This design comes from an exercise in tuning for small area, a short achievable clock period and few clock cycles on the open sky130 flow, not from production work. RTL that was checked went through simulation tests only; none was proved equivalent to the original. No functional check of the RTL was part of runs 1, 5 and 6. The clock port is modelled as an ideal driver; clocking choices that lean on that would not hold on a real chip. Power figures rest on the tool's default switching activity, not on a simulated workload.

==> flow/design.v <==
module sc_crc_byte (
    input  wire [15:0] crc_in,
    input  wire [7:0]  data,
    output reg  [15:0] crc_out
);
    integer i;
    always @* begin
        crc_out = crc_in ^ {8'h00, data};
        for (i = 0; i < 8; i = i + 1) begin
            if (crc_out[0])
                crc_out = (crc_out >> 1) ^ 16'h8005;
            else
                crc_out = crc_out >> 1;
        end
    end
endmodule
module sc_hex_digit (
    input  wire [3:0] nib,
    output reg  [7:0] ch
);
    always @* begin
        case (nib)
            4'hA:    ch = 8'h41;
            4'hB:    ch = 8'h42;
            4'hC:    ch = 8'h43;
            4'hD:    ch = 8'h44;
            4'hE:    ch = 8'h45;
            4'hF:    ch = 8'h46;
            default: ch = {4'h3, nib};
        endcase
    end
endmodule
module sc_hex_value (
    input  wire [7:0] ch,
    output wire       ok,
    output reg  [3:0] val
);
    wire digit  = (ch[7:4] == 4'h3) && (!ch[3] || ch[2:1] == 2'b00);
    wire letter = (ch[7:6] == 2'b01) && (ch[4:3] == 2'b00) &&
                  (ch[2:0] != 3'd0) && (ch[2:0] != 3'd7);
    assign ok = digit || letter;
    always @* begin
        if (digit)
            val = ch[3:0];
        else
            case (ch[2:0])
                3'd1:    val = 4'hA;
                3'd2:    val = 4'hB;
                3'd3:    val = 4'hC;
                3'd4:    val = 4'hD;
                3'd5:    val = 4'hE;
                default: val = 4'hF;
            endcase
    end
endmodule
module sc_codec (
    input  wire        clk,
    input  wire        rst,
    input  wire        req_valid,
    output wire        req_ready,
    input  wire [63:0] req_word,
    input  wire [9:0]  req_len,
    input  wire        in_valid,
    output wire        in_ready,
    input  wire [7:0]  in_data,
    output wire        out_valid,
    input  wire        out_ready,
    output wire [7:0]  out_data,
    output wire        rsp_valid,
    input  wire        rsp_ready,
    output wire [63:0] rsp_word
);
    localparam F_AA   = 4'd0;
    localparam F_LEN  = 4'd1;
    localparam F_TYPE = 4'd2;
    localparam F_COMB = 4'd3;
    localparam F_DONE = 4'd4;
    localparam F_CRCH = 4'd5;
    localparam F_CRCL = 4'd6;
    localparam F_STOP = 4'd7;
    localparam F_DATA = 4'd8;
    reg        rq_rdy;        
    reg        in_rdy;
    reg        rsp_v;
    reg        su;            
    reg        run;           
    reg        dn;            
    reg [3:0]  op;            
    reg [9:0]  rem;           
    reg        rz, r1;        
    reg [7:0]  y0, y1, yc;
    reg [15:0] y16;
    reg [2:0]  st;
    reg [7:0]  T;
    reg        tf;
    reg [7:0]  O;
    reg        ov;
    reg [7:0]  S;
    reg        sv;
    reg [3:0]  fph;           
    reg [7:0]  nb;            
    reg [1:0]  cp;            
    reg        tkb;           
    reg        mal;           
    reg        b0ok;          
    reg        lff;           
    reg [7:0]  k;             
    reg [1:0]  tr;            
    reg        ma, mb, mc;    
    wire o_crc  = (op == 4'h0);
    wire o_step = (op == 4'h1);
    wire o_pack = (op == 4'h2);
    wire o_unpk = (op == 4'h3);
    wire o_hexb = (op == 4'h4);
    wire o_tok  = (op == 4'h5);
    wire o_hexl = (op == 4'h6);
    wire o_hdl  = (op == 4'h7);
    wire o_fr   = (op == 4'h8) || (op == 4'hA);
    wire o_df   = (op == 4'h9) || (op == 4'hB);
    wire hexm   = (op == 4'h6) || (op == 4'hA);
    wire textin = (op == 4'h7) || (op == 4'hB);
    wire ill    = op[3] & op[2];
    wire bin_in = !textin && !o_tok;
    wire ovf     = (st == 3'd1);
    wire c_emit  = (o_hexl || o_fr) && !ovf;
    wire c_parse = o_hdl || o_df;
    wire c_sink  = !c_emit && !c_parse;
    wire space   = !sv;
    wire rem_z   = rz;
    wire rem_1   = r1;
    wire req_take = req_valid && rq_rdy;
    wire in_take  = in_valid && in_rdy;
    wire [7:0] eb  = fph[3] ? T : nb;
    wire [3:0] nib = (cp == 2'd0) ? eb[7:4] : eb[3:0];
    wire [7:0] dig;
    sc_hex_digit u_dig (.nib(nib), .ch(dig));
    wire [7:0] ech = !hexm ? eb : (cp == 2'd2) ? 8'h20 : dig;
    wire e_dat    = fph[3];
    wire e_need   = e_dat && (!hexm || cp != 2'd2);
    wire e_push   = run && c_emit && (fph != F_DONE) && space && (!e_need || tf);
    wire e_first  = !hexm || (cp == 2'd0);
    wire e_end    = !hexm || (cp == 2'd1);
    wire e_more   = !rem_z || (tf && !e_dat);
    wire e_hdr    = fph[3] || (!fph[2] && fph[1:0] != 2'd0);    
    wire e_crc    = e_push && o_fr && e_first && e_hdr;
    wire e_adv    = e_push && e_end;
    reg  [3:0] nph;
    always @* begin
        if (fph == F_COMB)
            nph = e_more ? F_DATA : F_CRCH;
        else if (e_dat)
            nph = e_more ? F_DATA : (o_hexl ? F_DONE : F_CRCH);
        else if (fph == F_STOP)
            nph = F_DONE;
        else
            case (fph)
                F_AA:    nph = F_LEN;
                F_LEN:   nph = F_TYPE;
                F_TYPE:  nph = F_COMB;
                F_CRCH:  nph = F_CRCL;
                default: nph = F_STOP;
            endcase
    end
    wire [3:0] fph_e = e_adv ? nph : fph;
    wire [2:0] pos    = fph[2:0];
    reg  [2:0] pos_inc;
    always @* begin
        case (pos)
            3'd0: pos_inc = 3'd1;
            3'd1: pos_inc = 3'd2;
            3'd2: pos_inc = 3'd3;
            3'd3: pos_inc = 3'd4;
            3'd4: pos_inc = 3'd5;
            3'd5: pos_inc = 3'd6;
            default: pos_inc = 3'd7;
        endcase
    end
    wire       d_cons = run && c_parse && tf && space;
    wire       d_df   = d_cons && o_df;
    wire       inreg  = (pos == 3'd1) || ((pos >= 3'd2) && (k[7:1] != 7'd0));
    wire       d_push = d_cons && (o_hdl || (inreg && pos[2]));
    wire [15:0] crc_nx;
    sc_crc_byte u_crc (.crc_in(y16), .data(eb), .crc_out(crc_nx));
    wire crc_en = (run && o_crc && tf) || e_crc || (d_df && inreg);
    wire       push  = e_push || d_push;
    wire       pop   = ov && out_ready;
    wire       oload = !ov || pop;
    wire       ov_n  = oload ? (sv || push) : 1'b1;
    wire       sv_n  = (sv || (push && ov)) && !pop;
    wire t_cons = (c_sink && tf) ||
                  (e_push && e_end && e_dat) ||
                  d_cons;
    wire       in_ws = (in_data == 8'h20) ||
                       (in_data[7:3] == 5'b00001 && in_data[2:0] != 3'd0 && in_data[2:0] <= 3'd5);
    wire       hok;
    wire [3:0] hv;
    sc_hex_value u_hv (.ch(in_data), .ok(hok), .val(hv));
    wire [1:0] cp_inc = (cp == 2'd3) ? 2'd3 : cp + 2'd1;
    wire       tok_ok = (cp == 2'd2) && !tkb;
    wire       tok_l1 = (cp == 2'd1) && !tkb;    
    wire tx_take = in_take && textin;
    wire tf_set  = (in_take && bin_in) ||
                   (tx_take && (in_ws ? tok_ok : (hok && rem_1 && tok_l1)));
    wire mal_set = tx_take && (in_ws ? (cp != 2'd0 && !tok_ok)
                                     : (rem_1 && !(hok && tok_l1)));
    wire tf_n    = tf_set || (tf && !t_cons);
    wire       rem_nz_n = in_take ? !rem_1 : !rem_z;
    wire tf_nc  = (in_take && (bin_in || (textin && (cp != 2'd0 || rem_1)))) ||
                  (tf && !t_cons);
    wire cpred  = c_sink ||
                  (!sv_n && (c_parse || (o_fr && !hexm && fph_e == F_DATA)));
    wire fin = run && !su && (c_emit ? (fph == F_DONE) : (rem_z && !tf));
    reg  [2:0] d_st;
    always @* begin
        if (textin && mal)                  d_st = 3'd2;
        else if (pos != 3'd7)               d_st = 3'd3;
        else if (!b0ok || !lff)             d_st = 3'd4;
        else if (y0 < 8'd3 || tr != 2'd3)   d_st = 3'd5;
        else if (!mc)                       d_st = 3'd6;
        else                                d_st = 3'd0;
    end
    wire d_err  = fin && o_df && (d_st != 3'd0);
    wire fr_ovf = o_fr && (rem >= 10'd253);
    wire su_fr  = o_fr && !fr_ovf;
    wire rsp_v_n = rsp_v ? !rsp_ready : ((dn || fin) && !ov_n);
    wire [3:0] rop  = req_word[3:0];
    wire       r_fr = (rop == 4'h8) || (rop == 4'hA);
    always @(posedge clk) begin
        if (rst) begin
            rq_rdy <= 1'b1;
            in_rdy <= 1'b0;
            rsp_v  <= 1'b0;
            su     <= 1'b0;
            run    <= 1'b0;
            dn     <= 1'b0;
            tf     <= 1'b0;
            ov     <= 1'b0;
            sv     <= 1'b0;
        end else begin
            if (oload) O <= sv ? S : ech;
            if (push && ov && !pop) S <= ech;
            ov <= ov_n;
            sv <= sv_n;
            rsp_v  <= rsp_v_n;
            rq_rdy <= rq_rdy ? !req_valid : (rsp_v && rsp_ready);
            dn     <= rsp_v ? 1'b0 : ((dn || fin) && ov_n);
            su     <= req_take;
            if (fin) run <= 1'b0;
            if (req_take) run <= 1'b1;
            in_rdy <= req_take ? (req_len != 10'd0)
                               : (run && !fin && rem_nz_n && (!tf_nc || cpred));
            tf     <= req_take ? 1'b0 : tf_n;
        end
        if (req_take) begin
            rem <= req_len;
            rz  <= (req_len == 10'd0);
            r1  <= (req_len == 10'd1);
        end else if (in_take) begin
            rem <= rem - 10'd1;
            rz  <= r1;
            r1  <= (rem == 10'd2);
        end
        if (req_take) begin
            op <= (((req_word & 64'hFFFF0000FE0000F0) != 64'd0) || (rop >= 4'hC)) ?
                  4'hF : rop;
            case (rop)
                4'h1, 4'h4: fph <= F_LEN;
                4'h6:       fph <= (req_len == 10'd0) ? F_DONE : F_DATA;
                4'h8, 4'hA: fph <= F_AA;
                default:    fph <= F_DATA;
            endcase
            cp   <= (rop == 4'h4) ? 2'd1 : 2'd0;
            tkb  <= 1'b0;
            mal  <= 1'b0;
            tr   <= 2'd0;
        end
        if (req_take)
            nb <= r_fr ? 8'hAA : req_word[15:8];
        else if (e_adv) begin
            case (nph)
                F_LEN:   nb <= y0;
                F_TYPE:  nb <= y1;
                F_COMB:  nb <= yc;
                F_CRCH:  nb <= e_crc ? crc_nx[15:8] : y16[15:8];
                F_CRCL:  nb <= y16[7:0];
                F_STOP:  nb <= 8'hFF;
                default: nb <= nb;
            endcase
        end
        if (req_take)
            y0 <= req_len[7:0] + 8'd3;
        else if (su)
            y0 <= su_fr ? y0 : 8'd0;
        else if ((d_df && pos == 3'd1) || (fin && o_tok && tok_ok))
            y0 <= T;
        else if (fin && o_hexb)
            y0 <= dig;
        else if (d_err)
            y0 <= 8'd0;
        if (req_take)
            y1 <= req_word[15:8];
        else if (su)
            y1 <= o_hexb ? dig : (su_fr ? y1 : 8'd0);
        else if (d_df && pos == 3'd2)
            y1 <= T;
        else if (d_err)
            y1 <= 8'd0;
        if (req_take)
            yc <= {req_word[24], req_word[22:16]};
        else if (su)
            yc <= o_unpk ? nb : ((o_pack || su_fr) ? yc : 8'd0);
        else if (d_df && pos == 3'd3)
            yc <= T;
        else if (d_err)
            yc <= 8'd0;
        if (req_take)
            y16 <= req_word[47:32];
        else if (su)
            y16 <= o_step ? crc_nx : ((o_crc || su_fr || o_df) ? 16'hFFFF : 16'h0000);
        else if (crc_en)
            y16 <= crc_nx;
        else if (d_err)
            y16 <= 16'h0000;
        if (req_take)
            st <= 3'd0;
        else if (su)
            st <= ill ? 3'd7 : (fr_ovf ? 3'd1 : 3'd0);
        else if (fin && o_tok && !tok_ok)
            st <= 3'd2;
        else if (fin && o_hdl)
            st <= mal ? 3'd2 : 3'd0;
        else if (fin && o_df)
            st <= d_st;
        if (in_take && bin_in)
            T <= in_data;
        if (in_take && !bin_in && cp == 2'd0) T[7:4] <= hv;
        if (in_take && !bin_in && cp == 2'd1) T[3:0] <= hv;
        if (su && o_hexb)
            cp <= 2'd0;
        else if (in_take && o_tok)
            cp <= cp_inc;
        else if (tx_take)
            cp <= (in_ws || rem_1) ? 2'd0 : cp_inc;
        else if (e_push && hexm)
            cp <= (cp == 2'd0) ? 2'd1 : ((cp == 2'd1) ? 2'd2 : 2'd0);
        if (in_take && o_tok && !hok)
            tkb <= 1'b1;
        else if (tx_take)
            tkb <= (in_ws || rem_1) ? 1'b0 : (tkb || !hok);
        if (mal_set)
            mal <= 1'b1;
        if (e_push)
            fph <= fph_e;
        else if (d_cons && fph != 4'd15)
            fph <= {fph[3], pos_inc};
        if (d_df) begin
            if (pos == 3'd0) b0ok <= (T == 8'hAA);
            if (pos == 3'd1) k <= T;
            if (inreg && pos >= 3'd2) k <= k - 8'd1;
            if (!inreg && pos >= 3'd2 && tr != 2'd3) tr <= tr + 2'd1;
            lff <= (T == 8'hFF);
            ma  <= (T == y16[15:8]);
            mb  <= ma && (T == y16[7:0]);
            mc  <= mb;
        end
    end
    assign req_ready = rq_rdy;
    assign in_ready  = in_rdy;
    assign rsp_valid = rsp_v;
    assign out_valid = ov;
    assign out_data  = O;
    assign rsp_word  = {6'd0, yc[0], yc[7], 1'b0, yc[6:0], y16, yc, y1, y0, 5'd0, st};
endmodule
==> flow/run.sh <==
#!/bin/bash
# synth_recipe.tcl (not shown) runs the flow's synth.tcl, then flattens the netlist and writes it again
# the make line also repeats each setting of config.mk as NAME=value (left out here)
make -C /OpenROAD-flow-scripts/flow DESIGN_CONFIG=/design/flow/config.mk WORK_HOME=/design/flow/orfs CLKGATE_MAP_FILE= SYNTH_SCRIPT=/design/flow/synth_recipe.tcl finish
==> flow/config.mk <==
export PLATFORM = sky130hd
export DESIGN_NAME = sc_codec
export DESIGN_NICKNAME = sc_codec
export VERILOG_FILES = /design/flow/design.v
export SDC_FILE = /design/flow/constraint.sdc
export NUM_CORES = 4
export LEC_CHECK = 0
export CAP_MARGIN = 20
export CORE_MARGIN = 2
export CORE_UTILIZATION = 40
export SETUP_SLACK_MARGIN = 5.0
export SLEW_MARGIN = 20
==> flow/constraint.sdc <==
create_clock -name core_clock -period 8.0 [get_ports {clk}]
set_input_delay 1.6000 -clock core_clock [delete_from_list [all_inputs] [get_ports {clk}]]
set_output_delay 1.6000 -clock core_clock [all_outputs]
set_load 0.01 [all_outputs]
==> qor.txt, run 1 <==
Clock latency (worst-skew pair) = 440 ps
Die X = 146 µm
First drt pass iteration count = 6
Slew headroom = 49.7%
TNS Setup = 0 ps
Cell Int Power = 1.49 mW
Fin cells = 1327
# nets final = 1139
Total power = 2.16 mW
Psw = 0.677 mW
Clock skew = 10.6 ps
Post-synthesis cell area = 0.00810 mm²
VDD IR max = 0.000144 V
Pleak = 4.43 nW
1st-iter DRT viols = 949
Ys Warns = 4
CTS Sinks = 123
Met3 Track Usage GR = 5.38%
CTS Buffer Depth = 2
Final wirelength = 28700 µm
CORE AREA = 0.0200 mm²
Buffers plus inverters on the worst setup path = 1
Grt met1 use = 34.7%
Vias = 7915
HPWL after detailed placement = 19500 µm
Vias per cell = 5.96
FFs w/ async S/R, synth = 0%
Switching share of total power = 31.3%
Setup ws final = 4910 ps
Fin crit share = 38.6%
CTS tree = yes
DP Worst Slack = 3530 ps
Global Route Usage Sum = 26.3%
CP required = 8180 ps
Post-synthesis sequential area ratio = 43.4%
Combinational power share = 28.3%
Port Buf Inserts = 150
Root Buffer = clkbuf_16
WHS = 434 ps
Worst Max-Slew Pin Slew = 752 ps
Share of layout cells above drive strength 1 = 20.0%
Max-slew violations = 0
Hold Path Class = reg -> reg
Arr. time, crit path = 3270 ps
EDFF count, synth = 105
Area grow syn2layout = 41.3%
Post-Route Utilization = 57.1%
RSZ-0062 raised after global routing = true
Average size of a mapped cell = 9.66 µm²
Die footprint = 0.0214 mm²
Htree depth = 4
Dpl cells = 1212
Crit path max fanout = 29
Max cap viols = 0
First-pass GRT wire length = 43000 µm
Reg clk slew, reported paths = 70 ps
CP max stage delay = 620 ps
Number of buffers created by CTS = 17
Row count = 52
Final instance area = 0.0114 mm²
Fmax = 324 MHz
FF+latch count, synth = 123
CP endpoint kind = register
Setup CP Type = reg -> reg
Initial antenna violation count = 0
Antenna viol nets, final = 0
Post-DR wirelength/cell = 21.6 µm
Chip height = 146 µm
Clock network power share = 34.7%
Outcome = finished clean
Power Density = 189 mW/mm²
Most used routing layer = met2
Crit path max-delay cell type = or4b_1
Vias in the first global route = 7389
Final setup vio count = 0
Pin count of the biggest net entering global routing = 47
CP delay by family, top = simple AND/OR/NAND/NOR gates
Ys flop type = edfxtp_1
Residual DRC = 0
Fin. Hold Viols = 0
GR Layer Usage met2 = 42.6%
Placement Cell Area = 0.00975 mm²
Syn Inst Count = 838
Reg2reg setup slack = 4910 ps
IO Pins = 164
Initial core utilization = 40.4%
ANT cells = 0
Final min period = 3090 ps
Routability congestion estimate = 0.890
Grt ovf = 0
Worst setup SP type = register
Post-synth cell types = 81
CP Cell Sequence = buf_12, or4b_1, and4_4, and2_2, a211o_4, a32o_4, a221o_1
Seq pwr share = 36.9%
==> layout by cell type (no fill, tap or decap), types with 17 or more instances in the layout <==
| cell | synthesis | layout |
|---|---|---|
| clkdlybuf4s50_1 | 0 | 113 |
| edfxtp_1 | 105 | 105 |
| buf_4 | 21 | 85 |
| nor2_1 | 81 | 73 |
| nand2_1 | 60 | 58 |
| o21ai_0 | 43 | 41 |
| a21oi_1 | 44 | 39 |
| xnor2_1 | 37 | 33 |
| inv_1 | 28 | 28 |
| a221o_1 | 22 | 22 |
| nor3_1 | 20 | 19 |
| clkbuf_16 | 0 | 18 |
| dlymetal6s2s_1 | 0 | 18 |
| dfxtp_1 | 18 | 17 |
==> logic make-up (layout without fill, tap and decap cells) <==
group           Yosys count  after routing  synth area share, %
fa+ha+maj                 7              7                 1.08
simple gates            286            286                 18.1
buf+inv                  98            305                 5.84
flops                   123            123                 43.4
mux                      27             27                 3.69
xor+xnor                 59             59                 7.02
other cells               1             12               0.0463
compound gates          237            238                 20.9
==> Yosys cell counts, types with 7 or more instances <==
library cell	number	area (µm²)
a211oi_1	11	82.6
a21o_1	7	52.6
a21oi_1	44	220
a221o_1	22	220
a222oi_1	14	140
a22oi_1	7	52.6
a31oi_1	7	43.8
and2_1	10	62.6
and3_1	10	62.6
buf_4	21	158
clkbuf_1	40	150
dfxtp_1	18	360
edfxtp_1	105	3150
ha_1	7	87.6
inv_1	28	105
mux2_2	13	146
mux2i_1	13	130
nand2_1	60	225
nand2b_1	13	81.3
nand3_1	13	65.1
nand4_1	12	75.1
nor2_1	81	304
nor2b_1	10	62.6
nor3_1	20	100
nor4_1	13	81.3
o21a_1	13	97.6
o21ai_0	43	215
or4_1	7	52.6
xnor2_1	37	324
xor2_1	18	158
==> area by class of cell <==
type | instances | area, µm²
flip-flops and latches | 123 | 3510
clock buffers | 17 | 425
clock inverters | 15 | 141
multi-input cells | 629 | 4530
repair inverters | 1 | 8.76
well taps | 270 | 338
fillers | 1776 | 8600
repair buffers | 243 | 2360
inverters | 29 | 125
==> power by group through the flow <==
stage          logic (mW)  clock network (mW)  registers [mW]
2_1_floorplan       0.299                   0           0.811
3_5_place_dp        0.492                   0           0.825
4_1_cts             0.566               0.754           0.801
5_1_grt             0.647               0.783           0.805
6_report            0.613               0.752           0.799
3_3_place_gp        0.489                   0           0.826
==> layer usage <==
layer,up-vias,wire length (µm)
met5,-,0
met4,0,781
met3,60,2760
met2,444,13600
met1,3826,11500
li1,3585,-
==> worst paths after layout <==
kind | end | cells past startpoint | from
setup reg to reg | y16[0] | 7 | fph[3]
hold reg to reg | mc | 0 | mb
hold / removal | mc | 0 | mb
setup / recovery | y16[0] | 7 | fph[3]
==> what timing repair did <==
item                                    in CTS  in global routing
pin swaps                                   17                 18
cloned                                       3                  1
hold buffers                                 0                  0
setup buffers                               46                 33
endpoints found under the setup margin     158                113
resized for setup                          101                 45
==> registers in the layout, summed over array words and instances, names as in the netlist, 2 cells and up <==
name	flops
cp	2
nb	8
rem	10
y16	16
fph	4
y0	8
tr	2
k	8
st	3
S	8
y1	8
T	8
yc	8
O	8
op	4
==> run 2: changes to the inputs <==
--- a/flow/design.v
+++ b/flow/design.v
@@ -249,9 +249,9 @@
             if (req_take) run <= 1'b1;
             in_rdy <= req_take ? (req_len != 10'd0)
                                : (run && !fin && rem_nz_n && (!tf_nc || cpred));
-            tf     <= req_take ? 1'b0 : tf_n;
+            tf     <= rq_rdy ? 1'b0 : tf_n;
         end
-        if (req_take) begin
+        if (rq_rdy) begin
             rem <= req_len;
             rz  <= (req_len == 10'd0);
             r1  <= (req_len == 10'd1);
@@ -260,7 +260,7 @@
             rz  <= r1;
             r1  <= (rem == 10'd2);
         end
-        if (req_take) begin
+        if (rq_rdy) begin
             op <= (((req_word & 64'hFFFF0000FE0000F0) != 64'd0) || (rop >= 4'hC)) ?
                   4'hF : rop;
             case (rop)
@@ -274,7 +274,7 @@
             mal  <= 1'b0;
             tr   <= 2'd0;
         end
-        if (req_take)
+        if (rq_rdy)
             nb <= r_fr ? 8'hAA : req_word[15:8];
         else if (e_adv) begin
             case (nph)
@@ -287,7 +287,7 @@
                 default: nb <= nb;
             endcase
         end
-        if (req_take)
+        if (rq_rdy)
             y0 <= req_len[7:0] + 8'd3;
         else if (su)
             y0 <= su_fr ? y0 : 8'd0;
@@ -297,7 +297,7 @@
             y0 <= dig;
         else if (d_err)
             y0 <= 8'd0;
-        if (req_take)
+        if (rq_rdy)
             y1 <= req_word[15:8];
         else if (su)
             y1 <= o_hexb ? dig : (su_fr ? y1 : 8'd0);
@@ -305,7 +305,7 @@
             y1 <= T;
         else if (d_err)
             y1 <= 8'd0;
-        if (req_take)
+        if (rq_rdy)
             yc <= {req_word[24], req_word[22:16]};
         else if (su)
             yc <= o_unpk ? nb : ((o_pack || su_fr) ? yc : 8'd0);
@@ -313,7 +313,7 @@
             yc <= T;
         else if (d_err)
             yc <= 8'd0;
-        if (req_take)
+        if (rq_rdy)
             y16 <= req_word[47:32];
         else if (su)
             y16 <= o_step ? crc_nx : ((o_crc || su_fr || o_df) ? 16'hFFFF : 16'h0000);
@@ -321,7 +321,7 @@
             y16 <= crc_nx;
         else if (d_err)
             y16 <= 16'h0000;
-        if (req_take)
+        if (rq_rdy)
             st <= 3'd0;
         else if (su)
             st <= ill ? 3'd7 : (fr_ovf ? 3'd1 : 3'd0);
--- a/flow/config.mk
+++ b/flow/config.mk
@@ -8,5 +8,8 @@
 export CAP_MARGIN = 20
 export CORE_MARGIN = 2
 export CORE_UTILIZATION = 40
+export CTS_BUF_LIST = sky130_fd_sc_hd__clkbuf_8
+export CTS_CLUSTER_DIAMETER = 100
+export CTS_CLUSTER_SIZE = 30
 export SETUP_SLACK_MARGIN = 5.0
 export SLEW_MARGIN = 20
==> run 2 against run 1 <==
Still clean. Sequential power up 2%. Non-clock buffer count down 22. Critical path depth up 1. Fmax up 4.0%. First-iteration DRC count down 15%. Critical path type unchanged. Critical endpoint is now y16[2]. Largest power group unchanged. Highest routed layer unchanged.
==> qor.txt, run 2 <==
Regs by FF count = y16 x16, rem x10
Arr. time, crit path = 3160 ps
Average size of a mapped cell = 9.50 µm²
Largest family of logic cells by synthesized area = compound AO/OA/AOI/OAI gates
Reg2reg setup slack = 5030 ps
Vias per cell = 5.86
Fin. Hold Viols = 0
Worst setup SP type = register
Final setup vio count = 0
Htree depth = 4
Commonest cells in the netlist = edfxtp_1, nand2_1, nor2_1
Synth top area cells = edfxtp_1, dfxtp_1, xnor2_1
CP max stage delay = 550 ps
Setup CP Type = reg -> reg
Slew headroom = 38.6%
Final wirelength = 28000 µm
Final min period = 2970 ps
Reg with most FFs = y16
CP endpoint kind = register
CP Cell Sequence = buf_4, buf_4, xnor2_2, xor3_2, xnor3_2, xnor2_2, xnor2_1, o21ai_1
HPWL after detailed placement = 20300 µm
First drt pass iteration count = 6
1st-iter DRT viols = 806
CTS Buffer Depth = 2
Critical R2R Capture = y16[2]
Worst r2r src = y16[2]
Post-synth cell types = 77
EDFF count, synth = 105
Power Density = 193 mW/mm²
Most common cell in the synthesized netlist = edfxtp_1
Fmax = 337 MHz
Synth Area in Adders = 1.08%
Synth Area in Simple Gates = 18.1%
Fin crit share = 37.1%
Ys Warns = 4
Clock skew = 16.4 ps
Leading area contributor after synthesis = edfxtp_1
Routability congestion estimate = 0.938
Crit path max-delay cell type = xor3_2
Crit path max fanout = 4
Die footprint = 0.0214 mm²
Max reg flops = 16
IO Pins = 164
Critical Path Sink = y16[2]
R2R cell count = 8
Register Area = 0.00352 mm²
Share of layout cells above drive strength 1 = 16.2%
Post-synthesis sequential area ratio = 43.4%
FFs w/ async S/R, synth = 0%
Reg clk slew, reported paths = 80 ps
Multi-input gate area = 0.00440 mm²
VDD IR max = 0.000134 V
Port Buf Inserts = 150
Grt ovf = 0
Synth Area in XOR/XNOR = 8.12%
RSZ-0062 raised after global routing = true
Row count = 52
Pin count of the biggest net entering global routing = 57
Hold bufs inserted after CTS = 0
Syn Inst Count = 852
Post-synthesis cell area = 0.00809 mm²
Post-DR wirelength/cell = 21.3 µm
Initial antenna violation count = 0
Global Route Usage Sum = 25.7%
CTS tree = yes
Pleak = 4.44 nW
Chip height = 146 µm
CORE AREA = 0.0200 mm²
Total power = 2.10 mW
Vias in the first global route = 7147
CP required = 8190 ps
Commonest non-fill, non-tap cell in the layout = edfxtp_1
Max-slew violations = 0
Top-area cell type share of the netlist area = 39.0%
Outcome = finished clean
Hold Path Class = reg -> reg
ANT cells = 0
WHS = 446 ps
Most frequent cells in the layout = edfxtp_1, nand2_1, clkdlybuf4s50_1
Crit path from = y16[2]
Clock latency (worst-skew pair) = 450 ps
Worst Max-Slew Pin Slew = 913 ps
Final-layout fill cell count = 1882
Synth Area in Compound Gates = 19.3%
Root Buffer = clkbuf_8
Initial core utilization = 40.4%
Residual DRC = 0
Ys flop type = edfxtp_1
Multiplexer share of the synthesized area = 4.21%
Antenna viol nets, final = 0
Area grow syn2layout = 34.8%
First-pass GRT wire length = 42200 µm
CTS Sinks = 123
Vias = 7707
Max cap viols = 0
Number of buffers created by CTS = 17
Die X = 146 µm
TNS Setup = 0 ps
# nets final = 1127
FF+latch count, synth = 123
-- run 2: layout make-up --
type | count | area share (%)
clock buffers | 17 | 2.15
clock inverters | 15 | 1.88
inverters | 29 | 0.998
multi-input cells | 640 | 40.4
flip-flops and latches | 123 | 32.2
well taps | 270 | 3.10
repair buffers | 221 | 19.2
-- run 2: logic make-up after synthesis --
group	Yosys count
multiplexers	32
flip-flops	123
XOR/XNOR	66
AND/OR/NAND/NOR	295
other	1
AO/OA/AOI/OAI	228
buffers and inverters	100
adder cells (fa/ha/maj)	7
-- run 2: worst min-delay path by stage --
stage	from	endpoint	cells after the start
5_1_grt	mb	mc	0
2_1_floorplan	mb	mc	0
4_1_cts	mb	mc	0
6_report	mb	mc	0
3_3_place_gp	mb	mc	0
3_5_place_dp	mb	mc	0
-- run 2: per-layer routing --
metal  vias up  GRT usage [%]  routed length [µm]
met4         0           6.60                 589
met3        53           5.28                2600
met2       409           40.2               12900
li1       3549              -                   -
met5         -              0                   0
met1      3696           36.6               12000
-- run 2: repair_timing --
| action | 4_1_cts | 5_1_grt |
|---|---|---|
| resized for setup | 73 | 56 |
| buffers inserted | 46 | 14 |
| setup endpoints to repair | 156 | 92 |
| cloned | 0 | 0 |
| pin swaps | 3 | 13 |
-- run 2: critical path: cells and delay by family, from the launching register on --
family / cells / cell delay (ps)
XOR/XNOR: 5 / 1830
flip-flops: 1 / 480
buffers and inverters: 2 / 330
AO/OA/AOI/OAI: 1 / 80
-- run 2: where the power goes --
group          leakage (nW)  total, mW  internal [mW]  switching, mW
registers              1.19      0.815          0.763         0.0518
clock network         0.221      0.627          0.365          0.261
logic                  3.03      0.660          0.305          0.355
-- run 2: stage by stage --
stage,cell area [µm²],worst slack [ps],utilization (%),std cells
finish,10900,5030,54.4,1315
global route,10900,4960,54.4,1315
CTS,10600,5000,53.0,1301
detailed placement,9720,4010,48.5,1223
global placement,9710,4010,48.4,1222
floorplan,8170,4930,-,863
Testbench counts of run 2, summed over its fixed seeds: cycles 126,808.
==> run 3: changes to the inputs <==
==> flow/flow/run.sh (new file) <==
#!/bin/bash
# Own layout flow: the standard layout, with plain buffers on the ports
# (buffer_ports picks a slow clock-delay cell) and a firmer setup repair
# after clock tree synthesis. Each tool's output goes to a log file here.
set -euo pipefail
W=$(pwd)
export POST_GLOBAL_PLACE_TCL=$W/flow/post_gp.tcl
export POST_CTS_TCL=$W/flow/post_cts.tcl
export FLOW_OWN_MARGIN=5.4
bash standard.sh synth > log_synth.txt 2>&1
bash standard.sh floorplan > log_floorplan.txt 2>&1
bash standard.sh place > log_place.txt 2>&1
bash standard.sh cts > log_cts.txt 2>&1
bash standard.sh route > log_route.txt 2>&1
bash standard.sh finish > log_finish.txt 2>&1
==> flow/flow/post_cts.tcl (new file) <==
# A second setup repair, aiming past the standard margin.
estimate_parasitics -placement
repair_timing -setup -setup_margin $::env(FLOW_OWN_MARGIN) -verbose
set result [catch { detailed_placement } msg]
if { $result != 0 } { error "Detailed placement failed after the extra repair: $msg" }
check_placement -verbose
==> flow/flow/post_gp.tcl (new file) <==
# Replace the port buffers that buffer_ports inserted with plain buffers.
set nport 0
foreach inst [[ord::get_db_block] getInsts] {
  set name [$inst getName]
  if {[regexp {^(input|output)[0-9]+$} $name]} {
    set m [[$inst getMaster] getName]
    if {$m ne "sky130_fd_sc_hd__buf_2"} {
      replace_cell [get_cells $name] sky130_fd_sc_hd__buf_2
      incr nport
    }
  }
}
puts "post_gp: $nport port buffers replaced by sky130_fd_sc_hd__buf_2"
==> flow/standard.sh (new file) <==
#!/bin/bash
# synth_recipe.tcl (not shown) runs the flow's synth.tcl, then flattens the netlist and writes it again
# the make line also repeats each setting of config.mk as NAME=value (left out here)
make -C /OpenROAD-flow-scripts/flow DESIGN_CONFIG=/design/flow/config.mk WORK_HOME=/design/flow/orfs CLKGATE_MAP_FILE= SYNTH_SCRIPT=/design/flow/synth_recipe.tcl "${@:-finish}"
--- a/flow/config.mk
+++ b/flow/config.mk
@@ -8,8 +8,5 @@
 export CAP_MARGIN = 20
 export CORE_MARGIN = 2
 export CORE_UTILIZATION = 40
-export CTS_BUF_LIST = sky130_fd_sc_hd__clkbuf_8
-export CTS_CLUSTER_DIAMETER = 100
-export CTS_CLUSTER_SIZE = 30
 export SETUP_SLACK_MARGIN = 5.0
 export SLEW_MARGIN = 20
removed: flow/run.sh
==> run 3 against run 2 <==
Critical path depth did not move. Critical path type unchanged. Sequential power about the same. Sequential share of layout area up 0.20 points. Combinational power grew 9.8%. Clock skew down 7.8 ps.
==> qor.txt, run 3 <==
Outcome = finished clean
Combinational power share = 30.1%
DP Worst Slack = 4200 ps
Synth top area cells = edfxtp_1, dfxtp_1, xnor2_1
First drt pass iteration count = 6
Max cap viols = 0
Setup CP Type = reg -> reg
WHS = 460 ps
VDD IR max = 0.000152 V
Clock latency (worst-skew pair) = 430 ps
Clock network power share = 36.1%
1st-iter DRT viols = 777
CP Cell Sequence = buf_12, mux2i_4, xnor2_4, xor3_1, xnor3_2, xnor2_4, xnor2_1, o21ai_1
Worst Max-Slew Pin Slew = 891 ps
Post-synthesis cell area = 0.00809 mm²
Ys flop type = edfxtp_1
Regs by FF count = y16 x16, rem x10
Grt ovf = 0
Chip height = 146 µm
Ys Warns = 4
Worst setup SP type = register
Max-slew violations = 0
Pleak = 4.38 nW
CTS tree = yes
Initial antenna violation count = 1
Slew headroom = 40.0%
Worst r2r src = fph[3]
Psw = 0.736 mW
Area grow syn2layout = 33.9%
Crit path max-delay cell type = xnor3_2
Most used cell, CP = xnor2_4
Average size of a mapped cell = 9.50 µm²
Global Route Usage Sum = 27.2%
ANT cells = 0
RSZ-0062 raised after global routing = false
Total power = 2.41 mW
Multi-input gate area = 0.00461 mm²
IO Pins = 164
Clock skew = 8.65 ps
Crit path from = fph[3]
Max reg flops = 16
Final wirelength = 29100 µm
Leading area contributor after synthesis = edfxtp_1
CP endpoint kind = register
EDFF count, synth = 105
CTS Sinks = 123
Commonest non-fill, non-tap cell in the layout = buf_2
Min-delay src = mb
Syn Inst Count = 852
Reg with most FFs = y16
HPWL after detailed placement = 20300 µm
CP required = 8160 ps
Arr. time, crit path = 2980 ps
Final setup vio count = 0
Die footprint = 0.0214 mm²
FF+latch count, synth = 123
Final min period = 2820 ps
Hold Path Class = reg -> reg
Fmax = 355 MHz
Reg clk slew, reported paths = 60 ps
Most common cell in the synthesized netlist = edfxtp_1
FFs w/ async S/R, synth = 0%
Die X = 146 µm
Switching share of total power = 30.6%
CP delay by family, top = XOR/XNOR gates
Vias in the first global route = 7578
Post-synth cell types = 77
Cell Int Power = 1.67 mW
Fin cells = 1344
Vias = 7801
Buffers plus inverters on the worst setup path = 1
Final-layout fill cell count = 1883
Initial core utilization = 40.4%
Seq pwr share = 33.8%
# nets final = 1156
Most frequent cells in the layout = buf_2, edfxtp_1, buf_4
CP max stage delay = 460 ps
Post-synthesis sequential area ratio = 43.4%
Residual DRC = 0
Crit path max fanout = 8
Post-DR wirelength/cell = 21.7 µm
Top-area cell type share of the netlist area = 39.0%
Register Area = 0.00352 mm²
Port Buf Inserts = 150
TNS Setup = 0 ps
Dpl cells = 1223
Fin. Hold Viols = 0
Fin crit share = 35.2%
Share of layout cells above drive strength 1 = 33.8%
Setup ws final = 5180 ps
CORE AREA = 0.0200 mm²
Pin count of the biggest net entering global routing = 57
Commonest cells in the netlist = edfxtp_1, nand2_1, nor2_1
Power Density = 222 mW/mm²
First-pass GRT wire length = 44300 µm
Antenna viol nets, final = 0
Row count = 52
Vias per cell = 5.80
[run 3: cell counts after synthesis]
No cell type changed its count.
[run 3: cells by family (layout without fill, tap and decap cells)]
family	count (synthesis)	after routing	share of synthesized area, %
AOI/OAI and AO/OA	228	229	19.3
xor gates and xnor gates	66	66	8.12
adders and majority gates	7	7	1.08
buffers and inverters	100	310	5.77
DFF	123	123	43.4
muxes	32	32	4.21
other	1	12	0.0464
and+or+nand+nor	295	295	18.1
[run 3: per-layer routing]
layer / share of wire, % / track usage [%] / vias up
met4: 4.2 / 11.6 / 2
met5: 0.038 / 0 / -
li1: - / - / 3597
met1: 41 / 36.4 / 3673
met3: 10 / 6.88 / 100
met2: 45 / 42.1 / 429
[run 3: worst paths after layout]
kind            end  slack, ps  cells past startpoint
max          y16[2]       5180                      8
max reg2reg  y16[2]       5180                      8
min reg2reg      mc        460                      0
min              mc        460                      0
[run 3: area by class of cell]
type                    count  area share (%)
flip-flops and latches    123            32.4
clock buffers              18            3.96
inverters                  29            1.00
repair buffers            249            14.8
well taps                 270            3.12
multi-input cells         641            42.6
clock inverters            14            2.08
[run 3: power groups by stage]
stage	Combinational [mW]	Sequential, mW	Clock, mW
floorplan	0.354	0.830	0
global placement	0.572	0.850	0
detailed placement	0.515	0.849	0
global route	0.764	0.819	0.902
finish	0.725	0.813	0.869
[run 3: metrics by stage]
| step | util (%) | cell area [µm²] |
|---|---|---|
| final | 54.1 | 10800 |
| after global routing | 54.1 | 10800 |
| after detailed placement | 44.7 | 8960 |
| after global placement | 48.4 | 9710 |
| after floorplan | - | 8170 |
==> run 4: changes to the inputs <==
--- a/flow/design.v
+++ b/flow/design.v
@@ -98,7 +98,6 @@
     reg [7:0]  S;
     reg        sv;
     reg [3:0]  fph;           
-    reg [7:0]  nb;            
     reg [1:0]  cp;            
     reg        tkb;           
     reg        mal;           
@@ -120,7 +119,7 @@
     wire hexm   = (op == 4'h6) || (op == 4'hA);
     wire textin = (op == 4'h7) || (op == 4'hB);
     wire ill    = op[3] & op[2];
-    wire bin_in = !textin && !o_tok;
+    wire bin_in = o_crc || o_hexl || o_fr || (op == 4'h9);    
     wire ovf     = (st == 3'd1);
     wire c_emit  = (o_hexl || o_fr) && !ovf;
     wire c_parse = o_hdl || o_df;
@@ -130,17 +129,16 @@
     wire rem_1   = r1;
     wire req_take = req_valid && rq_rdy;
     wire in_take  = in_valid && in_rdy;
-    wire [7:0] eb  = fph[3] ? T : nb;
-    wire [3:0] nib = (cp == 2'd0) ? eb[7:4] : eb[3:0];
+    wire [3:0] nib = (cp == 2'd0) ? T[7:4] : T[3:0];
     wire [7:0] dig;
     sc_hex_digit u_dig (.nib(nib), .ch(dig));
-    wire [7:0] ech = !hexm ? eb : (cp == 2'd2) ? 8'h20 : dig;
+    wire [7:0] ech = !hexm ? T : (cp == 2'd2) ? 8'h20 : dig;
     wire e_dat    = fph[3];
-    wire e_need   = e_dat && (!hexm || cp != 2'd2);
-    wire e_push   = run && c_emit && (fph != F_DONE) && space && (!e_need || tf);
+    wire e_sp     = hexm && (cp == 2'd2);
+    wire e_push   = run && c_emit && (fph != F_DONE) && space && (tf || e_sp);
     wire e_first  = !hexm || (cp == 2'd0);
     wire e_end    = !hexm || (cp == 2'd1);
-    wire e_more   = !rem_z || (tf && !e_dat);
+    wire e_more   = !rem_z;
     wire e_hdr    = fph[3] || (!fph[2] && fph[1:0] != 2'd0);    
     wire e_crc    = e_push && o_fr && e_first && e_hdr;
     wire e_adv    = e_push && e_end;
@@ -162,6 +160,9 @@
             endcase
     end
     wire [3:0] fph_e = e_adv ? nph : fph;
+    wire e_ld     = e_adv && (nph == F_LEN || nph == F_TYPE || nph == F_COMB ||
+                              nph == F_CRCL || nph == F_STOP);
+    wire e_refill = run && c_emit && (fph == F_CRCH) && !tf;
     wire [2:0] pos    = fph[2:0];
     reg  [2:0] pos_inc;
     always @* begin
@@ -180,7 +181,7 @@
     wire       inreg  = (pos == 3'd1) || ((pos >= 3'd2) && (k[7:1] != 7'd0));
     wire       d_push = d_cons && (o_hdl || (inreg && pos[2]));
     wire [15:0] crc_nx;
-    sc_crc_byte u_crc (.crc_in(y16), .data(eb), .crc_out(crc_nx));
+    sc_crc_byte u_crc (.crc_in(y16), .data(T), .crc_out(crc_nx));
     wire crc_en = (run && o_crc && tf) || e_crc || (d_df && inreg);
     wire       push  = e_push || d_push;
     wire       pop   = ov && out_ready;
@@ -188,7 +189,7 @@
     wire       ov_n  = oload ? (sv || push) : 1'b1;
     wire       sv_n  = (sv || (push && ov)) && !pop;
     wire t_cons = (c_sink && tf) ||
-                  (e_push && e_end && e_dat) ||
+                  e_adv ||
                   d_cons;
     wire       in_ws = (in_data == 8'h20) ||
                        (in_data[7:3] == 5'b00001 && in_data[2:0] != 3'd0 && in_data[2:0] <= 3'd5);
@@ -199,14 +200,14 @@
     wire       tok_ok = (cp == 2'd2) && !tkb;
     wire       tok_l1 = (cp == 2'd1) && !tkb;    
     wire tx_take = in_take && textin;
-    wire tf_set  = (in_take && bin_in) ||
+    wire tf_set  = (in_take && bin_in) || e_ld || e_refill ||
                    (tx_take && (in_ws ? tok_ok : (hok && rem_1 && tok_l1)));
     wire mal_set = tx_take && (in_ws ? (cp != 2'd0 && !tok_ok)
                                      : (rem_1 && !(hok && tok_l1)));
     wire tf_n    = tf_set || (tf && !t_cons);
     wire       rem_nz_n = in_take ? !rem_1 : !rem_z;
     wire tf_nc  = (in_take && (bin_in || (textin && (cp != 2'd0 || rem_1)))) ||
-                  (tf && !t_cons);
+                  e_ld || e_refill || (tf && !t_cons);
     wire cpred  = c_sink ||
                   (!sv_n && (c_parse || (o_fr && !hexm && fph_e == F_DATA)));
     wire fin = run && !su && (c_emit ? (fph == F_DONE) : (rem_z && !tf));
@@ -247,9 +248,9 @@
             su     <= req_take;
             if (fin) run <= 1'b0;
             if (req_take) run <= 1'b1;
-            in_rdy <= req_take ? (req_len != 10'd0)
+            in_rdy <= req_take ? (req_len != 10'd0 && !r_fr)
                                : (run && !fin && rem_nz_n && (!tf_nc || cpred));
-            tf     <= rq_rdy ? 1'b0 : tf_n;
+            tf     <= rq_rdy ? r_fr : tf_n;
         end
         if (rq_rdy) begin
             rem <= req_len;
@@ -264,7 +265,6 @@
             op <= (((req_word & 64'hFFFF0000FE0000F0) != 64'd0) || (rop >= 4'hC)) ?
                   4'hF : rop;
             case (rop)
-                4'h1, 4'h4: fph <= F_LEN;
                 4'h6:       fph <= (req_len == 10'd0) ? F_DONE : F_DATA;
                 4'h8, 4'hA: fph <= F_AA;
                 default:    fph <= F_DATA;
@@ -275,19 +275,6 @@
             tr   <= 2'd0;
         end
         if (rq_rdy)
-            nb <= r_fr ? 8'hAA : req_word[15:8];
-        else if (e_adv) begin
-            case (nph)
-                F_LEN:   nb <= y0;
-                F_TYPE:  nb <= y1;
-                F_COMB:  nb <= yc;
-                F_CRCH:  nb <= e_crc ? crc_nx[15:8] : y16[15:8];
-                F_CRCL:  nb <= y16[7:0];
-                F_STOP:  nb <= 8'hFF;
-                default: nb <= nb;
-            endcase
-        end
-        if (rq_rdy)
             y0 <= req_len[7:0] + 8'd3;
         else if (su)
             y0 <= su_fr ? y0 : 8'd0;
@@ -308,7 +295,7 @@
         if (rq_rdy)
             yc <= {req_word[24], req_word[22:16]};
         else if (su)
-            yc <= o_unpk ? nb : ((o_pack || su_fr) ? yc : 8'd0);
+            yc <= o_unpk ? T : ((o_pack || su_fr) ? yc : 8'd0);
         else if (d_df && pos == 3'd3)
             yc <= T;
         else if (d_err)
@@ -331,10 +318,23 @@
             st <= mal ? 3'd2 : 3'd0;
         else if (fin && o_df)
             st <= d_st;
-        if (in_take && bin_in)
+        if (rq_rdy)
+            T <= r_fr ? 8'hAA : req_word[15:8];
+        else if (in_take && bin_in)
             T <= in_data;
-        if (in_take && !bin_in && cp == 2'd0) T[7:4] <= hv;
-        if (in_take && !bin_in && cp == 2'd1) T[3:0] <= hv;
+        else if (e_refill)
+            T <= y16[15:8];
+        else if (e_ld) begin
+            case (nph)
+                F_LEN:   T <= y0;
+                F_TYPE:  T <= y1;
+                F_COMB:  T <= yc;
+                F_CRCL:  T <= y16[7:0];
+                default: T <= 8'hFF;
+            endcase
+        end
+        if (in_take && (textin || o_tok) && cp == 2'd0) T[7:4] <= hv;
+        if (in_take && (textin || o_tok) && cp == 2'd1) T[3:0] <= hv;
         if (su && o_hexb)
             cp <= 2'd0;
         else if (in_take && o_tok)
==> flow/flow/run.sh (replaced) <==
#!/bin/bash
# Own layout flow: the standard layout (standard.sh, step by step) with
#  - plain buffers on the ports instead of the slow clock-delay cell that
#    buffer_ports picks (flow/post_gp.tcl, after global placement);
#  - a clock tree of clkbuf_8 without dummy loads;
#  - a second, firmer setup repair after clock tree synthesis (flow/post_cts.tcl).
# Each step's output goes to a log file here (ORFS's own logs are in orfs/logs).
set -euo pipefail
W=$(pwd)
export POST_GLOBAL_PLACE_TCL=$W/flow/post_gp.tcl
export POST_CTS_TCL=$W/flow/post_cts.tcl
export FLOW_OWN_MARGIN=5.4
export CTS_ARGS="-sink_clustering_enable -repair_clock_nets -dont_use_dummy_load -buf_list sky130_fd_sc_hd__clkbuf_8"
bash standard.sh synth > log_synth.txt 2>&1
bash standard.sh floorplan > log_floorplan.txt 2>&1
bash standard.sh place > log_place.txt 2>&1
bash standard.sh cts > log_cts.txt 2>&1
bash standard.sh route > log_route.txt 2>&1
bash standard.sh finish > log_finish.txt 2>&1
==> run 4 against run 3 <==
Sequential share of layout area up 0.81 points. Register-to-register slack worse by 110 ps. Clock-buffer cell count down 1. Critical path depth down 2. Cell count down 3.7%. Final area down 9.0%. Highest routed layer is now met4.
==> qor.txt, run 4 <==
Outcome = finished clean
IO Pins = 164
FFs w/ async S/R, synth = 0%
EDFF count, synth = 97
Commonest non-fill, non-tap cell in the layout = buf_2
CTS Sinks = 115
Most used routing layer = met2
Die footprint = 0.0206 mm²
Max cap viols = 0
Antenna viol nets, final = 0
Vias = 7800
Clock latency (worst-skew pair) = 460 ps
Total power = 1.67 mW
Post-synthesis sequential area ratio = 41.9%
Final setup vio count = 0
ANT cells = 0
Reg clk slew, reported paths = 70 ps
Most frequent cells in the layout = buf_2, edfxtp_1, nand2_1
Share of layout cells above drive strength 1 = 31.3%
Global Route Usage Sum = 27.3%
HPWL after detailed placement = 19500 µm
Multi-input gate area = 0.00443 mm²
1st-iter DRT viols = 837
Ys Warns = 4
# nets final = 1127
Placement Cell Area = 0.00866 mm²
Max-slew violations = 0
Regs by FF count = y16 x16, rem x10
Row count = 51
First drt pass iteration count = 5
Post-synth cell types = 79
Port Buf Inserts = 150
Area grow syn2layout = 26.4%
Syn Inst Count = 837
Clock skew = 29.7 ps
Post-synthesis cell area = 0.00780 mm²
CORE AREA = 0.0193 mm²
Initial core utilization = 40.5%
Combinational power share = 29.6%
Leading area contributor after synthesis = edfxtp_1
RSZ-0062 raised after global routing = false
Clock network power share = 24.1%
Power Density = 170 mW/mm²
FF+latch count, synth = 115
Arr. time, crit path = 3130 ps
Seq pwr share = 46.3%
First-pass GRT wire length = 42400 µm
Worst r2r src = k[5]
Setup ws final = 5080 ps
Crit path from = k[5]
CP required = 8200 ps
GR Layer Usage met2 = 42.1%
Hold Path Class = reg -> reg
Final instance area = 0.00986 mm²
Max reg flops = 16
VDD IR max = 0.000110 V
Pleak = 3.80 nW
Final-layout fill cell count = 1859
CTS tree = yes
Pin count of the biggest net entering global routing = 62
Die X = 144 µm
Register Area = 0.00328 mm²
Vias in the first global route = 7318
Cell Int Power = 1.12 mW
Vias per cell = 6.03
Worst setup SP type = register
Post-Route Utilization = 51.2%
Chip height = 144 µm
Ys flop type = edfxtp_1
Residual DRC = 0
Crit path max fanout = 8
Grt ovf = 0
Final wirelength = 28100 µm
CP endpoint kind = register
Most common cell in the synthesized netlist = edfxtp_1
Synth top area cells = edfxtp_1, dfxtp_1, xnor2_1
Worst Max-Slew Pin Slew = 1010 ps
Slew headroom = 32.2%
DP Worst Slack = 4210 ps
Setup CP Type = reg -> reg
Average size of a mapped cell = 9.32 µm²
TNS Setup = 0 ps
Fmax = 342 MHz
Initial antenna violation count = 0
Fin. Hold Viols = 0
Switching share of total power = 33.1%
Grt met1 use = 37.1%
Psw = 0.555 mW
Final min period = 2920 ps
Top-area cell type share of the netlist area = 37.3%
Reg with most FFs = y16
Fin crit share = 36.6%
Min-delay src = mb
Met3 Track Usage GR = 6.03%
Commonest cells in the netlist = edfxtp_1, nand2_1, nor2_1
Post-DR wirelength/cell = 21.7 µm
[run 4: cell types whose count changed after synthesis, moves of 8 or more]
cell	change
xor2_1	-8
o221ai_1	+12
a21oi_1	+11
edfxtp_1	-8
a222oi_1	-13
mux2i_1	-10
o21ai_0	-18
a22o_1	+21
nor3_1	+12
[run 4: area by class of cell]
class | count | share of cell area [%]
Tap cell | 265 | 3.36
Inverter | 28 | 1.07
Clock buffer | 17 | 2.37
Multi-Input combinational cell | 636 | 44.9
Timing Repair Buffer | 233 | 15.0
Sequential cell | 115 | 33.3
[run 4: final timing paths]
check | end | slack [ps] | depth (start not counted)
min reg2reg | mc | 430 | 0
max | y16[7] | 5080 | 6
max reg2reg | y16[7] | 5080 | 6
min | mc | 430 | 0
[run 4: stage by stage]
stage | cells | hold slack, ps
after floorplan | 848 | 400
after global placement | 1200 | 420
after detailed placement | 1200 | 414
after global routing | 1294 | 434
final | 1294 | 431
[run 4: worst max-delay path: stages, from the launching register on]
cell	delay (ps)
edfxtp_1	400
or4_4	550
or4_4	510
o21a_4	140
o21a_4	210
o41a_4	550
a221o_1	320
[run 4: per-layer routing]
layer | up-vias | wire, µm
met1 | 3690 | 11600
li1 | 3564 | -
met2 | 476 | 12800
met5 | - | 0
met4 | 0 | 977
met3 | 70 | 2720
[run 4: kinds of logic (layout without fill, tap and decap cells)]
family,Yosys count,in the layout,synth area share (%)
AO/OA/AOI/OAI,255,256,23.7
AND/OR/NAND/NOR,288,289,18.8
other,1,12,0.0481
XOR/XNOR,55,55,6.17
adder cells (fa/ha/maj),8,8,1.28
buffers and inverters,99,278,5.88
multiplexers,16,16,2.18
flip-flops,115,115,41.9
[run 4: power groups by stage]
stage / Combinational (mW) / Clock (mW) / Sequential [mW]
after global routing: 0.534 / 0.429 / 0.782
after global placement: 0.461 / 0 / 0.806
final: 0.495 / 0.404 / 0.776
after detailed placement: 0.407 / 0 / 0.805
after floorplan: 0.288 / 0 / 0.778
Testbench counts of run 4, summed over its fixed seeds: cycles 127,029.
==> run 5: changes to the inputs <==
--- a/flow/design.v
+++ b/flow/design.v
@@ -104,6 +104,7 @@
     reg        b0ok;          
     reg        lff;           
     reg [7:0]  k;             
+    reg        kin;           
     reg [1:0]  tr;            
     reg        ma, mb, mc;    
     wire o_crc  = (op == 4'h0);
@@ -178,7 +179,7 @@
     end
     wire       d_cons = run && c_parse && tf && space;
     wire       d_df   = d_cons && o_df;
-    wire       inreg  = (pos == 3'd1) || ((pos >= 3'd2) && (k[7:1] != 7'd0));
+    wire       inreg  = (pos == 3'd1) || ((pos >= 3'd2) && kin);
     wire       d_push = d_cons && (o_hdl || (inreg && pos[2]));
     wire [15:0] crc_nx;
     sc_crc_byte u_crc (.crc_in(y16), .data(T), .crc_out(crc_nx));
@@ -355,8 +356,14 @@
             fph <= {fph[3], pos_inc};
         if (d_df) begin
             if (pos == 3'd0) b0ok <= (T == 8'hAA);
-            if (pos == 3'd1) k <= T;
-            if (inreg && pos >= 3'd2) k <= k - 8'd1;
+            if (pos == 3'd1) begin
+                k   <= T;
+                kin <= (T[7:1] != 7'd0);
+            end
+            if (inreg && pos >= 3'd2) begin
+                k   <= k - 8'd1;
+                kin <= (k[7:2] != 6'd0) || (k[1:0] == 2'd3);
+            end
             if (!inreg && pos >= 3'd2 && tr != 2'd3) tr <= tr + 2'd1;
             lff <= (T == 8'hFF);
             ma  <= (T == y16[15:8]);
--- a/flow/flow/run.sh
+++ b/flow/flow/run.sh
@@ -9,7 +9,7 @@
 W=$(pwd)
 export POST_GLOBAL_PLACE_TCL=$W/flow/post_gp.tcl
 export POST_CTS_TCL=$W/flow/post_cts.tcl
-export FLOW_OWN_MARGIN=5.4
+export FLOW_OWN_MARGIN=5.3
 export CTS_ARGS="-sink_clustering_enable -repair_clock_nets -dont_use_dummy_load -buf_list sky130_fd_sc_hd__clkbuf_8"
 bash standard.sh synth > log_synth.txt 2>&1
 bash standard.sh floorplan > log_floorplan.txt 2>&1
==> flow/flow/post_cts.tcl (replaced) <==
# A second setup repair after clock tree synthesis, aiming past the standard
# margin but working on the worst path only, so that it adds little area.
estimate_parasitics -placement
repair_timing -setup -setup_margin $::env(FLOW_OWN_MARGIN) -repair_tns 0 -verbose
set result [catch { detailed_placement } msg]
if { $result != 0 } { error "Detailed placement failed after the extra repair: $msg" }
check_placement -verbose
==> run 5 against run 4 <==
Still clean. Flip-flop and latch count up 1. Cell count down 3.2%. Critical path depth increased by 2. Critical endpoint is now cp[1]. Largest power group unchanged.
==> qor.txt, run 5 <==
CP max stage delay = 510 ps
FFs w/ async S/R, synth = 0%
Leading area contributor after synthesis = edfxtp_1
Chip height = 145 µm
Final-layout fill cell count = 1926
CORE AREA = 0.0195 mm²
Global Route Usage Sum = 25.3%
Slew headroom = 38.1%
Row count = 51
FF+latch count, synth = 116
Crit path max fanout = 4
CP required = 8340 ps
Grt ovf = 0
Multi-input gate area = 0.00448 mm²
Antenna viol nets, final = 0
Fin. Hold Viols = 0
Vias = 7520
Ys Warns = 4
First drt pass iteration count = 7
Worst Max-Slew Pin Slew = 924 ps
Post-synthesis sequential area ratio = 41.3%
# nets final = 1087
EDFF count, synth = 98
Reg clk slew, reported paths = 70 ps
WHS = 427 ps
CP Cell Sequence = buf_12, or4b_4, a21o_1, a2111oi_4, buf_4, o32a_1, a21oi_1, o21a_1
Register Area = 0.00331 mm²
CTS tree = yes
Power Density = 190 mW/mm²
Top-area cell type share of the netlist area = 36.8%
Final wirelength = 27000 µm
Average size of a mapped cell = 9.35 µm²
RSZ-0062 raised after global routing = true
Final min period = 3060 ps
Die X = 145 µm
Max reg flops = 16
Clock skew = 31.0 ps
Most frequent cells in the layout = buf_2, edfxtp_1, nand2_1
R2R cell count = 5
Initial antenna violation count = 0
Max cap viols = 0
Area grow syn2layout = 19.3%
Most used routing layer = met2
Commonest cells in the netlist = edfxtp_1, nand2_1, nor2_1
Dpl cells = 1215
Synth top area cells = edfxtp_1, dfxtp_1, nand2_1
HPWL after detailed placement = 20000 µm
Most common cell in the synthesized netlist = edfxtp_1
Vias per cell = 6.00
Vias in the first global route = 7082
Residual DRC = 0
Fin cells = 1253
Setup CP Type = in -> reg
Pleak = 3.58 nW
Commonest non-fill, non-tap cell in the layout = buf_2
IO Pins = 164
1st-iter DRT viols = 1000
Clock latency (worst-skew pair) = 460 ps
Hold path cells = 0
Final setup vio count = 0
Port Buf Inserts = 150
Reg with most FFs = y16
Syn Inst Count = 855
Met3 Track Usage GR = 6.65%
First-pass GRT wire length = 41400 µm
Regs by FF count = y16 x16, rem x10
Hold Path Class = reg -> reg
GR Layer Usage met2 = 37.7%
Share of layout cells above drive strength 1 = 26.2%
Worst setup SP type = primary input
Post-synthesis cell area = 0.00800 mm²
Post-Route Utilization = 48.9%
CP endpoint kind = register
Total power = 1.82 mW
Fmax = 326 MHz
Arr. time, crit path = 3410 ps
Initial core utilization = 40.9%
TNS Setup = 0 ps
Pin count of the biggest net entering global routing = 43
Post-DR wirelength/cell = 21.5 µm
Die footprint = 0.0211 mm²
Crit path max-delay cell type = or4b_4
Fin crit share = 38.3%
Post-synth cell types = 77
ANT cells = 0
Outcome = finished clean
Ys flop type = edfxtp_1
CTS Sinks = 116
Max-slew violations = 0
Grt met1 use = 35.8%
VDD IR max = 0.000115 V
run 5: changes by cell type in the layout (fill, tap and decap cells not counted), sizes merged, moves of 9 or more:
cell,previous run,this run
a22o,25,12
buf,232,181
nand2,85,70
o221ai,13,4
xnor2,40,30
run 5: layer usage:
metal  part of all wire (%)  routed length, µm
met3                     10               2690
met2                     44              11800
met5                      0                  0
met1                     43              11700
met4                    2.6                708
run 5: through the flow:
step | cell area, µm² | worst slack [ps]
global placement | 9600 | 3760
finish | 9540 | 4940
floorplan | 8080 | 4650
global route | 9540 | 4890
detailed placement | 8850 | 4170
run 5: power by group:
part / internal (mW) / total [mW] / switching [mW]
sequential: 0.721 / 0.787 / 0.0655
combinational: 0.291 / 0.633 / 0.342
clock: 0.186 / 0.397 / 0.211
total: 1.20 / 1.82 / 0.619
run 5: layout make-up:
type,count,area share [%]
multi-input combinational,647,46.9
sequential,116,34.7
timing repair buffer,182,11.5
tap,265,3.47
clock buffer,17,2.45
inverter,26,1.02
run 5: worst paths after layout:
check	startpoint	endpoint	slack, ps
max	in_data[1]	cp[1]	4940
max reg2reg	fph[0]	y0[0]	5020
min reg2reg	mb	mc	430
min	mb	mc	430
run 5: cell families (layout without fill, tap and decap cells):
kind of cell               count (synthesis)  in the layout  synth area share [%]
DFF                                      116            116                  41.3
adders and majority gates                  9              9                  1.41
other                                      1             12                0.0469
buffers and inverters                    103            225                  6.04
muxes                                     26             26                  3.47
xor gates and xnor gates                  50             50                  6.26
AOI/OAI and AO/OA                        265            265                  23.3
and+or+nand+nor                          285            285                  18.2
run 5: critical path, delay by kind of cell:
family | cells | cell delay, ps
buf+inv | 2 | 290
compound gates | 5 | 1020
simple gates | 1 | 510
==> run 6: changes to the inputs <==
==> flow/flow/run.sh (replaced) <==
#!/bin/bash
# Own layout flow: the standard layout (standard.sh, step by step) with
#  - plain buffers on the ports instead of the slow clock-delay cell that
#    buffer_ports picks (flow/post_gp.tcl, after global placement);
#  - a clock tree of clkbuf_8 without dummy loads.
# Each step's output goes to a log file here (ORFS's own logs are in orfs/logs).
set -euo pipefail
W=$(pwd)
export POST_GLOBAL_PLACE_TCL=$W/flow/post_gp.tcl
export CTS_ARGS="-sink_clustering_enable -repair_clock_nets -dont_use_dummy_load -buf_list sky130_fd_sc_hd__clkbuf_8"
bash standard.sh synth > log_synth.txt 2>&1
bash standard.sh floorplan > log_floorplan.txt 2>&1
bash standard.sh place > log_place.txt 2>&1
bash standard.sh cts > log_cts.txt 2>&1
bash standard.sh route > log_route.txt 2>&1
bash standard.sh finish > log_finish.txt 2>&1
removed: flow/flow/post_cts.tcl
==> run 6 against run 5 <==
Clock-buffer cell count did not move. Clock skew barely moved. Clock power barely moved. First-iteration DRC count fell by 15%. Critical path depth did not move. Flip-flop and latch count did not move. Cell count did not move. Register-to-register slack barely moved. Sequential share of layout area barely moved. Non-clock buffer count did not move. Area after synthesis did not move. Critical path type unchanged. Critical endpoint is now cp[0]. Largest power group unchanged.
==> qor.txt, run 6 <==
Outcome = finished clean
Final min period = 3060 ps
Initial core utilization = 40.9%
Reg with most FFs = y16
Regs by FF count = y16 x16, rem x10
Antenna viol nets, final = 0
CORE AREA = 0.0195 mm²
Residual DRC = 0
FF+latch count, synth = 116
Share of layout cells above drive strength 1 = 26.3%
Placement Cell Area = 0.00885 mm²
Initial antenna violation count = 0
Multiplexer share of the synthesized area = 3.47%
Hold bufs inserted after CTS = 0
Post-synth cell types = 77
Htree depth = 4
EDFF count, synth = 98
Worst setup SP type = primary input
Die X = 145 µm
Top-area cell type share of the netlist area = 36.8%
Global Route Usage Sum = 25.3%
Most frequent cells in the layout = buf_2, edfxtp_1, nand2_1
Post-Route Utilization = 48.9%
CP required = 8340 ps
HPWL after detailed placement = 20000 µm
Die footprint = 0.0211 mm²
Synth Area in Simple Gates = 18.2%
Final-layout fill cell count = 1924
Vias in the first global route = 7093
VDD IR max = 0.000115 V
Ys Warns = 4
Largest family of logic cells by synthesized area = compound AO/OA/AOI/OAI gates
Post-synthesis sequential area ratio = 41.3%
Hold Path Class = reg -> reg
First-pass GRT wire length = 41300 µm
Min-delay src = mb
Worst Max-Slew Pin Slew = 905 ps
Ys flop type = edfxtp_1
Fin. Hold Viols = 0
Root Buffer = clkbuf_8
Crit path max fanout = 4
Max-slew violations = 0
Commonest non-fill, non-tap cell in the layout = buf_2
Post-synthesis cell area = 0.00800 mm²
Worst r2r src = fph[0]
Number of buffers created by CTS = 17
Leading area contributor after synthesis = edfxtp_1
FFs w/ async S/R, synth = 0%
Setup CP Type = in -> reg
First drt pass iteration count = 6
Pin count of the biggest net entering global routing = 43
Average size of a mapped cell = 9.35 µm²
Synth Area in XOR/XNOR = 6.26%
Max cap viols = 0
TNS Setup = 0 ps
IO Pins = 164
Post-DR wirelength/cell = 21.6 µm
Most common cell in the synthesized netlist = edfxtp_1
Synth Area in Compound Gates = 23.3%
Critical R2R Capture = y0[0]
CTS Sinks = 116
Arr. time, crit path = 3410 ps
Syn Inst Count = 855
ANT cells = 0
Port Buf Inserts = 150
CTS tree = yes
Chip height = 145 µm
CP endpoint kind = register
Area grow syn2layout = 19.4%
Vias per cell = 5.94
R2R cell count = 5
Reg clk slew, reported paths = 70 ps
Hold path cells = 0
Row count = 51
Final instance area = 0.00954 mm²
Final setup vio count = 0
Clock skew = 31.2 ps
RSZ-0062 raised after global routing = true
Grt ovf = 0
Clock latency (worst-skew pair) = 460 ps
Pleak = 3.58 nW
Vias = 7437
Max reg flops = 16
Final wirelength = 27000 µm
Slew headroom = 39.4%
Synth Area in Adders = 1.41%
CTS Buffer Depth = 2
Fmax = 327 MHz
Synth top area cells = edfxtp_1, dfxtp_1, nand2_1
# nets final = 1087
Reg2reg setup slack = 5030 ps
Power Density = 191 mW/mm²
Hold Crit Endpoint = mc
Fin crit share = 38.3%
Commonest cells in the netlist = edfxtp_1, nand2_1, nor2_1
1st-iter DRT viols = 852
==> run 6: cell counts after synthesis <==
Identical to the previous run, type by type.
==> run 6: power by group <==
part | internal (mW) | switching (mW) | total [mW] | leakage [nW]
registers | 0.721 | 0.0653 | 0.787 | 1.12
logic | 0.291 | 0.344 | 0.635 | 2.33
clock network | 0.186 | 0.213 | 0.399 | 0.122
==> run 6: layer usage <==
metal	wire length, µm	track usage (%)
met1	11800	35.7
met4	791	9.31
met5	0	0
met3	2650	6.83
met2	11800	37.2
==> run 6: cells by family (layout without fill, tap and decap cells) <==
kind of cell	after synthesis	in the layout
AND/OR/NAND/NOR	285	285
AO/OA/AOI/OAI	265	265
flip-flops	116	116
buffers and inverters	103	225
XOR/XNOR	50	50
multiplexers	26	26
adder cells (fa/ha/maj)	9	9
other	1	12
==> run 6: what timing repair did <==
item | CTS | global route
cloned | 0 | 0
pin swaps | 12 | 5
buffers inserted | 14 | 7
setup endpoints to repair | 66 | 66
gates resized for setup | 39 | 17
==> run 6: worst max-delay path: stages <==
cell and delay, ps:
buf_12 100, or4b_4 510, a21o_1 200, a2111oi_4 330
buf_4 190, o32a_1 220, o221ai_1 130, o211a_1 130
==> run 6: per-stage QoR <==
step / std cells / setup WS [ps] / power (mW) / hold slack (ps)
floorplan: 866 / 4650 / 1.17 / 400
global placement: 1215 / 3760 / 1.41 / 402
detailed placement: 1215 / 4170 / 1.34 / 417
CTS: 1246 / 4950 / 1.77 / 421
global route: 1253 / 4890 / 1.90 / 434
finish: 1253 / 4940 / 1.82 / 430
==> run 6: area by class of cell <==
cell class / instances / area [µm²] / area share, %
Tap cell: 265 / 332 / 3.47
Multi-Input combinational cell: 647 / 4480 / 47.0
Inverter: 26 / 97.6 / 1.02
Clock buffer: 17 / 234 / 2.45
Timing Repair Buffer: 182 / 1090 / 11.4
Sequential cell: 116 / 3310 / 34.7
==> run 6: worst max path at each step <==
stage | from | to | slack, ps | cells after the start
floorplan | in_data[0] | cp[1] | 4650 | 7
global placement | in_data[6] | tf | 3760 | 7
detailed placement | in_data[6] | tf | 4170 | 7
CTS | rq_rdy | req_ready | 4950 | 2
global route | in_data[1] | cp[0] | 4890 | 8
finish | in_data[1] | cp[0] | 4940 | 8

## afterwards: timing with drivers on the ports
In the flow no input, the clock included, has a driving cell. The finished layouts below were timed again as built, in two steps.
Step 1: set_driving_cell puts a clkbuf_16 on clk and a buf_2 on each other input, an assumption about the parent block.
Step 2 adds t to the input delays and takes it off the output delays; t is the mean of the earliest and latest rising clock arrival at the registers after step 1. Input paths then give back, and output paths get back, about the clock's delay inside the block.
Slacks: no drivers / after step 1 / after step 2; pairs: no drivers / after step 1.
run | t (ns) | slack for setup (ns) | worst register clock-pin slew, ns
run 1 | 0.477 | 4.909 / 4.909 / 4.508 | 0.07 / 0.07
run 2 | 0.481 | 5.029 / 5.016 / 4.626 | 0.08 / 0.08
run 3 | 0.470 | 5.184 / 5.184 / 4.862 | 0.06 / 0.06
run 4 | 0.485 | 5.075 / 5.075 / 4.779 | 0.08 / 0.08
run 5 | 0.481 | 4.936 / 4.929 / 4.449 | 0.08 / 0.08
run 6 | 0.484 | 4.940 / 4.933 / 4.448 | 0.08 / 0.08
After both steps every run listed still meets setup and hold. For run 6, which loses most, drivers alone change the setup slack by -0.007 ns; drivers and shift together by -0.492 ns.
